From an optimization exercise on the open Yosys and OpenROAD flow, aimed at small area, a short achievable clock period and few clock cycles per item; shortcuts taken in it are not production practice.
At most, simulation tests tie the RTL to the original design; equivalence was not proved.
Power figures rest on the tool's default switching activity, not on a simulated workload.

Q:
Design m3p_rle, start of the top module:
module m3p_rle (
    input  wire        clk,
    input  wire        rst,         
    input  wire        start,       
    input  wire [1:0]  op,          
    input  wire [15:0] width,       
    input  wire [15:0] src_len,     
    output reg  [1:0]  status,      
    output reg  [1:0]  errcode,     
    output reg  [15:0] dst_len,
    output reg         src_re,
    output reg  [15:0] src_addr,
    input  wire [7:0]  src_rdata,
    output reg         dst_we,
    output reg  [15:0] dst_waddr,
    output reg  [7:0]  dst_wdata,
    output reg         dst_re,
    output reg  [15:0] dst_raddr,
    input  wire [7:0]  dst_rdata
);
clock: 12.0 ns
lec_check: 0
cap_margin: 20
core_margin: 2
core_utilization: 40
slew_margin: 20
standard.sh (not shown) runs the stock make flow with config.mk's settings and CLKGATE_MAP_FILE= SYNTH_SCRIPT=/design/flow/synth_recipe.tcl, a recipe that flattens the netlist after the stock synthesis.
==> flow/flow/run.sh <==
#!/bin/bash
# The standard layout with two changes of method, none of the constraints:
#  - every port still gets its own buffer, but a plain buf_1 (repair may size it)
#    instead of the delay-cell buffer buffer_ports picks by default;
#  - timing repair works until the setup slack is at least SETUP_SLACK_MARGIN,
#    i.e. it aims at a shorter period than the clock's (the SDC is unchanged).
set -euo pipefail
export BUFFER_PORTS_ARGS="-buffer_cell sky130_fd_sc_hd__buf_1"
bash standard.sh SETUP_SLACK_MARGIN=8.3 finish > standard_flow.log 2>&1
Testbench counts of Q, summed over its fixed seeds: cycles 142,815, items 31,322.
Here is what was changed in the inputs of T compared with Q.
--- a/flow/design.v
+++ b/flow/design.v
@@ -132,29 +132,23 @@
                 M_ZC: begin
                     if (!cv) begin
                         p_err = 1'b1;
                     end else begin
                         p_adv = 1'b1;
                         p_we  = !xz; p_wd = 2'd3;
                         if ((xz || x_one) && !nv) p_fin = 1'b1;
                     end
                 end
                 M_ZF: begin
                     p_we = 1'b1; p_wd = 2'd3;
-                    if (k_two) begin
-                        if (!cv) p_fin = 1'b1;
-                        else if (rv) begin
-                            p_adv = 1'b1;
-                            if (xz && !nv) p_fin = 1'b1;
-                        end
-                    end
+                    if (k_two && !cv) p_fin = 1'b1;
                 end
                 M_LC: begin
                     p_adv = 1'b1;
                     if (xz && !nv) p_fin = 1'b1;
                 end
                 default: begin  
                     if (!cv) begin
                         p_err = 1'b1;
                     end else begin
                         p_adv = 1'b1; p_we = 1'b1;
                         if (k_one && !nv) p_fin = 1'b1;
@@ -380,30 +374,23 @@
                         kw <= {7'd0, xz};
                     end
                 end
             end else begin
                 case (md)
                     M_ZC: begin
                         kw <= xq;
                         md <= (xz || x_one) ? M_LC : M_ZF;
                     end
                     M_ZF: begin
                         kw <= kw_pm;
-                        if (k_two) begin
-                            if (cv && rv) begin
-                                kw <= xq;
-                                md <= xz ? M_ZC : M_LD;
-                            end else begin
-                                md <= M_LC;
-                            end
-                        end
+                        if (k_two) md <= M_LC;
                     end
                     M_LC: begin
                         kw <= xq;
                         md <= xz ? M_ZC : M_LD;
                     end
                     default: begin
                         kw <= kw_pm;
                         if (k_one) md <= M_ZC;
                     end
                 endcase
             end
[summary]
The logic gate share of total power of T is lower than that of Q. Synthesized cell count delta (T -> Q): insignificant. Net switching fraction of the power: T < Q. Compared with Q, number of global-route vias before repair in T decreased slightly. T ended with more layout multi-input combinational cell count than Q. On count of TritonRoute iterations in the first routing pass: between T and Q, it ends up lower for T. The routed wire length on met3 number comes out lower for T vs Q.
Only the layout flow was run in T; the RTL was not checked for function there.

---

the previous run:
The RTL this note starts from:
==> flow/design.v <==
module m3p_rle (
    input  wire        clk,
    input  wire        rst,         
    input  wire        start,       
    input  wire [1:0]  op,          
    input  wire [15:0] width,       
    input  wire [15:0] src_len,     
    output reg  [1:0]  status,      
    output reg  [1:0]  errcode,     
    output reg  [15:0] dst_len,
    output reg         src_re,
    output reg  [15:0] src_addr,
    input  wire [7:0]  src_rdata,
    output reg         dst_we,
    output reg  [15:0] dst_waddr,
    output reg  [7:0]  dst_wdata,
    output reg         dst_re,
    output reg  [15:0] dst_raddr,
    input  wire [7:0]  dst_rdata
);
    localparam ST_IDLE = 2'd0, ST_BUSY = 2'd1, ST_DONE = 2'd2, ST_ERROR = 2'd3;
    localparam OP_PREDICT = 2'd0, OP_UNPREDICT = 2'd1, OP_ENCODE = 2'd2, OP_DECODE = 2'd3;
    localparam ERR_NONE = 2'd0, ERR_INVARG = 2'd1, ERR_MALFORMED = 2'd2;
    localparam M_ZC = 2'd0,    
               M_ZF = 2'd1,    
               M_LC = 2'd2,    
               M_LD = 2'd3;    
    wire busy = (status == ST_BUSY);
    wire acc  = !busy && start;           
    reg  init;                            
    reg  bad_w;                           
    wire fpm_i = !op[1] && !op[0] && width[15:1] != 15'd0 &&
                 (!src_len[15] || src_len[14:0] == 15'd0);
    reg [1:0]  opq;
    reg [15:0] ip;         
    reg        imore;      
    reg [16:0] na;         
    reg [7:0]  xq, nq;     
    reg        xz, nz;     
    reg        cv, nv;     
    reg        rv;         
    reg [1:0]  prime;      
    reg [7:0]  kw;         
    reg [1:0]  md;
    reg        zw;         
    reg        fin_q;      
    reg        ph;         
    reg        fpm;        
    reg [1:0]  fp;         
    reg        isd, capd;  
    reg        wide;       
    reg        isx, isn, nok_i;    
    reg        cap_x, cap_n, nok_c;    
    reg        v2, v3;
    reg [7:0]  aq, dq;     
    reg [7:0]  x2, n2, nw2, wv;
    reg        cn;         
    wire is_pred = (opq == OP_PREDICT);
    wire is_unp  = (opq == OP_UNPREDICT);
    wire is_enc  = (opq == OP_ENCODE);
    wire filt    = !opq[1];
    wire fb      = busy && filt && !init;
    wire cb      = busy && !filt && !init;
    wire [15:0] ip_inc = ip + 16'd1;
    wire [16:0] na_inc = na + 17'd1;
    wire f_empty = !src_re && !cap_n && !v2 && !v3;
    wire dx = fb && imore &&                                         
              (is_pred ? (fpm ? (fp != 2'd2) : !ph) : (wide || f_empty));
    wire dn_s = fb && is_pred && (fpm ? (fp == 2'd2) : ph);           
    wire dn_d = is_unp ? dx : (dx && fpm && fp == 2'd0);             
    wire dn   = dn_s || dn_d;
    wire f_done = fb && !imore && !ph && !(fpm && fp == 2'd2) &&
                  !src_re && !cap_x && !cap_n && !v2 && !v3;
    wire nok_n = !na_inc[16] && (na_inc[15] || !fpm);
    wire cpy   = fb && fpm && (fp == 2'd2);
    wire [15:0] cpy_addr = {1'b1, width[0] ? dst_len[14:0] : {src_addr[14:1], 1'b0}};
    wire [7:0]  cpy_data = width[0] ? xq : src_rdata;
    wire       c1   = (wv >= n2);        
    wire       c2   = (wv >= nw2);       
    wire       selw = (c1 && c2 && cn) || (!c1 && !c2 && !cn);
    wire       seln = (!c1 && c2 && cn) || (c1 && !c2 && !cn);
    function [7:0] addsub;
        input [7:0] a, b;
        input       s;
        reg   [8:0] t;
        begin
            t = {a, 1'b1} + {b ^ {8{s}}, s};
            addsub = t[8:1];
        end
    endfunction
    wire [8:0] nmnw = {1'b0, nq} - {1'b0, n2};    
    wire [7:0] xw   = addsub(x2, wv, is_pred);
    wire [7:0] dw   = addsub(dq, wv, is_pred);
    wire [7:0] fres = selw ? xw : (seln ? aq : dw);
    wire       nx_nz   = !nv || !nz;
    wire       k_max   = (kw == 8'd255);
    wire       k_lt254 = (kw[7:1] != 7'h7f);
    wire       k_one   = (kw == 8'd1);
    wire       k_two   = (kw == 8'd2);
    wire       x_one   = (xq == 8'd1);
    wire       z_cont  = cv && xz && !k_max;
    wire       l_cont  = cv && ((!xz && !k_max) || (nx_nz && k_lt254));
    wire       lit1    = !xz || nx_nz;
    wire [7:0] kw_pm   = kw + {{7{!is_enc}}, 1'b1};    
    reg        p_adv, p_we, p_wslot, p_fin, p_err;
    reg [1:0]  p_wd;       
    always @(*) begin
        p_adv = 1'b0; p_we = 1'b0; p_wslot = 1'b0; p_fin = 1'b0; p_err = 1'b0;
        p_wd  = 2'd0;
        if (is_enc) begin
            if (!md[0]) begin
                if (z_cont) begin
                    p_adv = 1'b1; p_we = 1'b1; p_wslot = 1'b1; p_wd = 2'd2;
                end else if (!zw) begin
                    p_we = 1'b1; p_wslot = 1'b1; p_wd = 2'd1;
                end else if (!cv) begin
                    p_fin = 1'b1;
                end else if (lit1) begin
                    p_adv = 1'b1; p_we = 1'b1;
                end
            end else begin
                if (l_cont) begin
                    p_adv = 1'b1; p_we = 1'b1;
                end else begin
                    p_we = 1'b1; p_wslot = 1'b1; p_wd = 2'd1;
                    if (!cv) p_fin = 1'b1;
                    else if (xz) p_adv = 1'b1;
                end
            end
        end else begin
            case (md)
                M_ZC: begin
                    if (!cv) begin
                        p_err = 1'b1;
                    end else begin
                        p_adv = 1'b1;
                        p_we  = !xz; p_wd = 2'd3;
                        if ((xz || x_one) && !nv) p_fin = 1'b1;
                    end
                end
                M_ZF: begin
                    p_we = 1'b1; p_wd = 2'd3;
                    if (k_two && !cv) p_fin = 1'b1;
                end
                M_LC: begin
                    p_adv = 1'b1;
                    if (xz && !nv) p_fin = 1'b1;
                end
                default: begin  
                    if (!cv) begin
                        p_err = 1'b1;
                    end else begin
                        p_adv = 1'b1; p_we = 1'b1;
                        if (k_one && !nv) p_fin = 1'b1;
                    end
                end
            endcase
        end
    end
    wire go   = cb && !fin_q && (prime == 2'd0);
    wire act  = go && (!p_adv || rv);
    wire adv  = cb && ((prime != 2'd0) ? rv : (act && p_adv));
    wire lost = rv && !adv;               
    always @(posedge clk) begin
        if (rst)
            init <= 1'b0;
        else
            init <= acc;
    end
    always @(posedge clk) begin
        if (rst) begin
            status  <= ST_IDLE;
            errcode <= ERR_NONE;
        end else if (acc) begin
            status  <= ST_BUSY;
            errcode <= ERR_NONE;
        end else if (init && bad_w) begin
            status  <= ST_ERROR;
            errcode <= ERR_INVARG;
        end else if (f_done || (cb && fin_q)) begin
            status  <= ST_DONE;
        end else if (act && p_err) begin
            status  <= ST_ERROR;
            errcode <= ERR_MALFORMED;
        end
    end
    wire dl_ldna = act && is_enc && !md[0] && !z_cont && zw && !cv;
    wire dl_inc1 = (fb && v3) ||
                   (act && ((is_enc && !md[0] && !zw) ||
                            (is_enc && !md[0] && !z_cont && cv && lit1) ||
                            (is_enc && md[0] && (l_cont || cv)) ||
                            (!is_enc && p_we)));
    always @(posedge clk) begin
        if (rst)
            dst_len <= 16'd0;
        else if ((act && p_err) || (init && bad_w))
            dst_len <= 16'd0;
        else if (init)
            dst_len <= {15'd0, is_enc};
        else if (dl_ldna)
            dst_len <= na_inc[15:0];
        else if (dl_inc1)
            dst_len <= dst_len + 16'd1;
    end
    wire na_ldlen = act && is_enc && md[0] && !l_cont && cv;
    wire na_inc_e = dn || (act && is_enc && !md[0] && !z_cont && zw && cv);
    always @(posedge clk) begin
        if (init)
            na <= opq[1] ? 17'd0 : fpm ? {width[15], width[15], ~width[14:0]} : {1'b1, ~width};
        else if (na_ldlen)
            na <= {1'b0, dst_len};
        else if (na_inc_e)
            na <= na_inc;
    end
    wire ip_en = dx || (adv && imore);
    always @(posedge clk) begin
        if (init) begin
            ip    <= 16'd0;
            imore <= (src_len != 16'd0);
        end else if (ip_en) begin
            ip    <= ip_inc;
            imore <= (ip_inc != src_len);
        end
    end
    always @(posedge clk) begin
        if (rst) begin
            src_re <= 1'b0;
        end else if (init) begin
            src_re <= opq[1];
        end else if (fb) begin
            src_re <= dx || dn_s;
        end else begin
            src_re <= cb && !fin_q;
        end
    end
    always @(posedge clk) begin
        if (init)
            src_addr <= 16'd0;
        else if (fb) begin
            if (dx)
                src_addr <= ip;
            else if (dn_s)
                src_addr <= {na_inc[15] && !fpm, na_inc[14:0]};
        end else
            src_addr <= lost ? ip : src_addr + 16'd1;
    end
    always @(posedge clk) begin
        if (rst)
            dst_re <= 1'b0;
        else
            dst_re <= dn_d && nok_n;
    end
    always @(*) dst_raddr = na[15:0];
    always @(posedge clk) begin
        if (rst)
            dst_we <= 1'b0;
        else
            dst_we <= (fb && (v3 || cpy)) || (act && p_we);
    end
    always @(posedge clk) begin
        if (cpy) begin
            dst_waddr <= cpy_addr;
            dst_wdata <= cpy_data;
        end else if (fb) begin
            dst_waddr <= dst_len;
            dst_wdata <= fres;
        end else begin
            dst_waddr <= p_wslot ? na[15:0] : dst_len;
            case (p_wd)
                2'd0: dst_wdata <= xq;
                2'd1: dst_wdata <= kw;
                2'd2: dst_wdata <= kw_pm;
                default: dst_wdata <= 8'd0;
            endcase
        end
    end
    always @(posedge clk) begin
        if (!busy) begin
            opq   <= op;
            bad_w <= !op[1] && (width == 16'd0);
            wide  <= (width[15:3] != 13'd0) || (width[2] && width[1:0] != 2'd0);
            fpm   <= fpm_i;
        end
    end
    always @(posedge clk) begin
        if (init) begin
            ph    <= 1'b0;
            fp    <= 2'd0;
            isx   <= 1'b0;
            isn   <= 1'b0;
            cap_x <= 1'b0;
            cap_n <= 1'b0;
            v2    <= 1'b0;
            v3    <= 1'b0;
        end else begin
            if (is_pred && fb && !fpm) ph <= dx;
            if (fpm && fb && (dx || dn_s)) fp <= (fp == 2'd2) ? 2'd0 : fp + 2'd1;
            isx   <= dx;
            isn   <= dn;
            cap_x <= isx;
            cap_n <= isn;
            v2    <= cap_n;
            v3    <= v2;
        end
        if (dn) begin
            nok_i <= nok_n;
            isd   <= dn_d;
        end
        nok_c <= nok_i;
        capd  <= isd;
    end
    always @(posedge clk) begin
        aq  <= addsub(xq, nq, is_pred);
        dq  <= addsub(xq, nmnw[7:0], is_pred);
        cn  <= !nmnw[8];
        x2  <= xq;
        n2  <= nq;
        nw2 <= n2;
    end
    always @(posedge clk) begin
        if (init)
            wv <= 8'd0;
        else if (fb && v3)
            wv <= is_pred ? x2 : fres;
    end
    always @(posedge clk) begin
        if (init) begin
            nq    <= 8'd0;
            cv    <= 1'b0;
            nv    <= 1'b0;
            rv    <= 1'b0;
            prime <= 2'd2;
        end else if (fb) begin
            if (cap_x) xq <= src_rdata;
            if (cap_n) nq <= nok_c ? (capd ? dst_rdata : src_rdata) : 8'd0;
        end else begin
            rv <= !lost;
            if (adv) begin
                xq <= nq;
                xz <= nz;
                cv <= nv;
                nq <= src_rdata;
                nz <= (src_rdata == 8'd0);
                nv <= imore;
                if (prime != 2'd0) prime <= prime - 2'd1;
            end
        end
    end
    always @(posedge clk) begin
        if (init) begin
            kw    <= 8'd0;
            md    <= 2'd0;
            zw    <= 1'b0;
            fin_q <= 1'b0;
        end else if (act) begin
            if (p_fin) fin_q <= 1'b1;
            if (is_enc) begin
                if (!md[0]) begin
                    if (z_cont) begin
                        kw <= kw_pm;
                        zw <= 1'b1;
                    end else if (!zw) begin
                        zw <= 1'b1;
                    end else if (cv) begin
                        md <= 2'd1;
                        kw <= {7'd0, lit1};
                    end
                end else begin
                    if (l_cont) begin
                        kw <= kw_pm;
                    end else if (cv) begin
                        md <= 2'd0;
                        zw <= 1'b0;
                        kw <= {7'd0, xz};
                    end
                end
            end else begin
                case (md)
                    M_ZC: begin
                        kw <= xq;
                        md <= (xz || x_one) ? M_LC : M_ZF;
                    end
                    M_ZF: begin
                        kw <= kw_pm;
                        if (k_two) md <= M_LC;
                    end
                    M_LC: begin
                        kw <= xq;
                        md <= xz ? M_ZC : M_LD;
                    end
                    default: begin
                        kw <= kw_pm;
                        if (k_one) md <= M_ZC;
                    end
                endcase
            end
        end
    end
endmodule
==> flow/config.mk <==
export PLATFORM = sky130hd
export DESIGN_NAME = m3p_rle
export DESIGN_NICKNAME = m3p_rle
export VERILOG_FILES = /design/flow/design.v
export SDC_FILE = /design/flow/constraint.sdc
export NUM_CORES = 4
export LEC_CHECK = 0
export CAP_MARGIN = 20
export CORE_MARGIN = 2
export CORE_UTILIZATION = 40
export SLEW_MARGIN = 20
==> flow/constraint.sdc <==
create_clock -name core_clock -period 12.0 [get_ports {clk}]
set_input_delay 2.4000 -clock core_clock [delete_from_list [all_inputs] [get_ports {clk}]]
set_output_delay 2.4000 -clock core_clock [all_outputs]
set_load 0.01 [all_outputs]
==> flow/flow/run.sh <==
#!/bin/bash
# The standard layout, with timing repair aimed at a shorter period than the
# clock's: repair_timing works until the setup slack is at least SETUP_SLACK_MARGIN.
# The SDC (clock period, I/O delays) is unchanged.
set -euo pipefail
bash standard.sh SETUP_SLACK_MARGIN=8.5 finish > standard_flow.log 2>&1
No stage failed in the previous run, and the final checks on the layout all came back clean.
Edits applied to the flow inputs when going from the previous run to the current run:
--- a/flow/design.v
+++ b/flow/design.v
@@ -29,5 +29,5 @@
     wire acc  = !busy && start;           
     reg  init;                            
-    reg  bad_w;                           
+    wire bad_w = !op[1] && (width == 16'd0);
     wire fpm_i = !op[1] && !op[0] && width[15:1] != 15'd0 &&
                  (!src_len[15] || src_len[14:0] == 15'd0);
@@ -192,10 +192,8 @@
                             (!is_enc && p_we)));
     always @(posedge clk) begin
-        if (rst)
-            dst_len <= 16'd0;
-        else if ((act && p_err) || (init && bad_w))
+        if (rst || (act && p_err) || (init && bad_w))
             dst_len <= 16'd0;
         else if (init)
-            dst_len <= {15'd0, is_enc};
+            dst_len <= {15'd0, op == OP_ENCODE};
         else if (dl_ldna)
             dst_len <= na_inc[15:0];
@@ -207,5 +205,5 @@
     always @(posedge clk) begin
         if (init)
-            na <= opq[1] ? 17'd0 : fpm ? {width[15], width[15], ~width[14:0]} : {1'b1, ~width};
+            na <= op[1] ? 17'd0 : fpm_i ? {width[15], width[15], ~width[14:0]} : {1'b1, ~width};
         else if (na_ldlen)
             na <= {1'b0, dst_len};
@@ -227,5 +225,5 @@
             src_re <= 1'b0;
         end else if (init) begin
-            src_re <= opq[1];
+            src_re <= op[1];
         end else if (fb) begin
             src_re <= dx || dn_s;
@@ -276,15 +274,10 @@
     end
     always @(posedge clk) begin
-        if (!busy) begin
+        if (init) begin
             opq   <= op;
-            bad_w <= !op[1] && (width == 16'd0);
             wide  <= (width[15:3] != 13'd0) || (width[2] && width[1:0] != 2'd0);
-            fpm   <= fpm_i;
-        end
-    end
-    always @(posedge clk) begin
-        if (init) begin
             ph    <= 1'b0;
             fp    <= 2'd0;
+            fpm   <= fpm_i;
             isx   <= 1'b0;
             isn   <= 1'b0;
### Flow results
The current run | stages: all done | timing, DRC, antenna: all pass. The current run ends up with a utilization that is 0.51 points higher than in the previous run. Summary of the current run over the previous run: combinational power dropped about 20%; clock share of power went up by 2.1 points. Smallest hold slack of the previous run is on par with the current run. Against the previous run, the final cell area of the current run is lower. Number of clock buffer instances in the layout up 1 in the current run wrt the previous run. Final sequential cell count in the current run vs the previous run: down 1. Between the current run and the previous run, the post-synthesis net count does not differ in any meaningful way. Going from the previous run to the current run, maximum cell stage delay along the critical path decreased 230 ps, multi-input combinational area share decreased 0.27 points. Compare the current run and the previous run | logic depth of the worst setup path including buffers lower: the previous run.
Testbench counts of the current run, summed over its fixed seeds: cycles 144,103, items 31,322.
No functional check of the RTL was part of the previous run.

## static timing again, ports no longer ideal
The results above use ideal ports. As a check the final layouts listed here were re-extracted and re-timed, cells and wires unchanged. Step 1, drivers: a clkbuf_16 drives clk and a buf_2 each remaining input, both assumed. Step 2 times the ports against the registers' clock, not the clock port: input delays grow and output delays shrink by t, the midpoint of the rising clock arrivals with the driver on. Three values: ideal ports, drivers, drivers and shift; two values: the first two.
run	shift t [ns]	setup WS [ns]	worst setup path at the end	worst slew at a driven data input, ns	cell pins on the clock port's net
Q	0.499	8.346 / 8.291 / 7.994	input to register	0.05	1
T	0.490	8.345 / 8.296 / 7.924	input to register	0.06	1
the previous run	0.495	8.318 / 8.346 / 7.851	input to register	0.06	1
the current run	0.489	8.327 / 8.338 / 7.849	input to register	0.05	1
After both steps setup and hold are still met in every run listed. The setup slack of the current run, which loses most, moves by +0.011 ns with the drivers and by -0.478 ns with both steps.
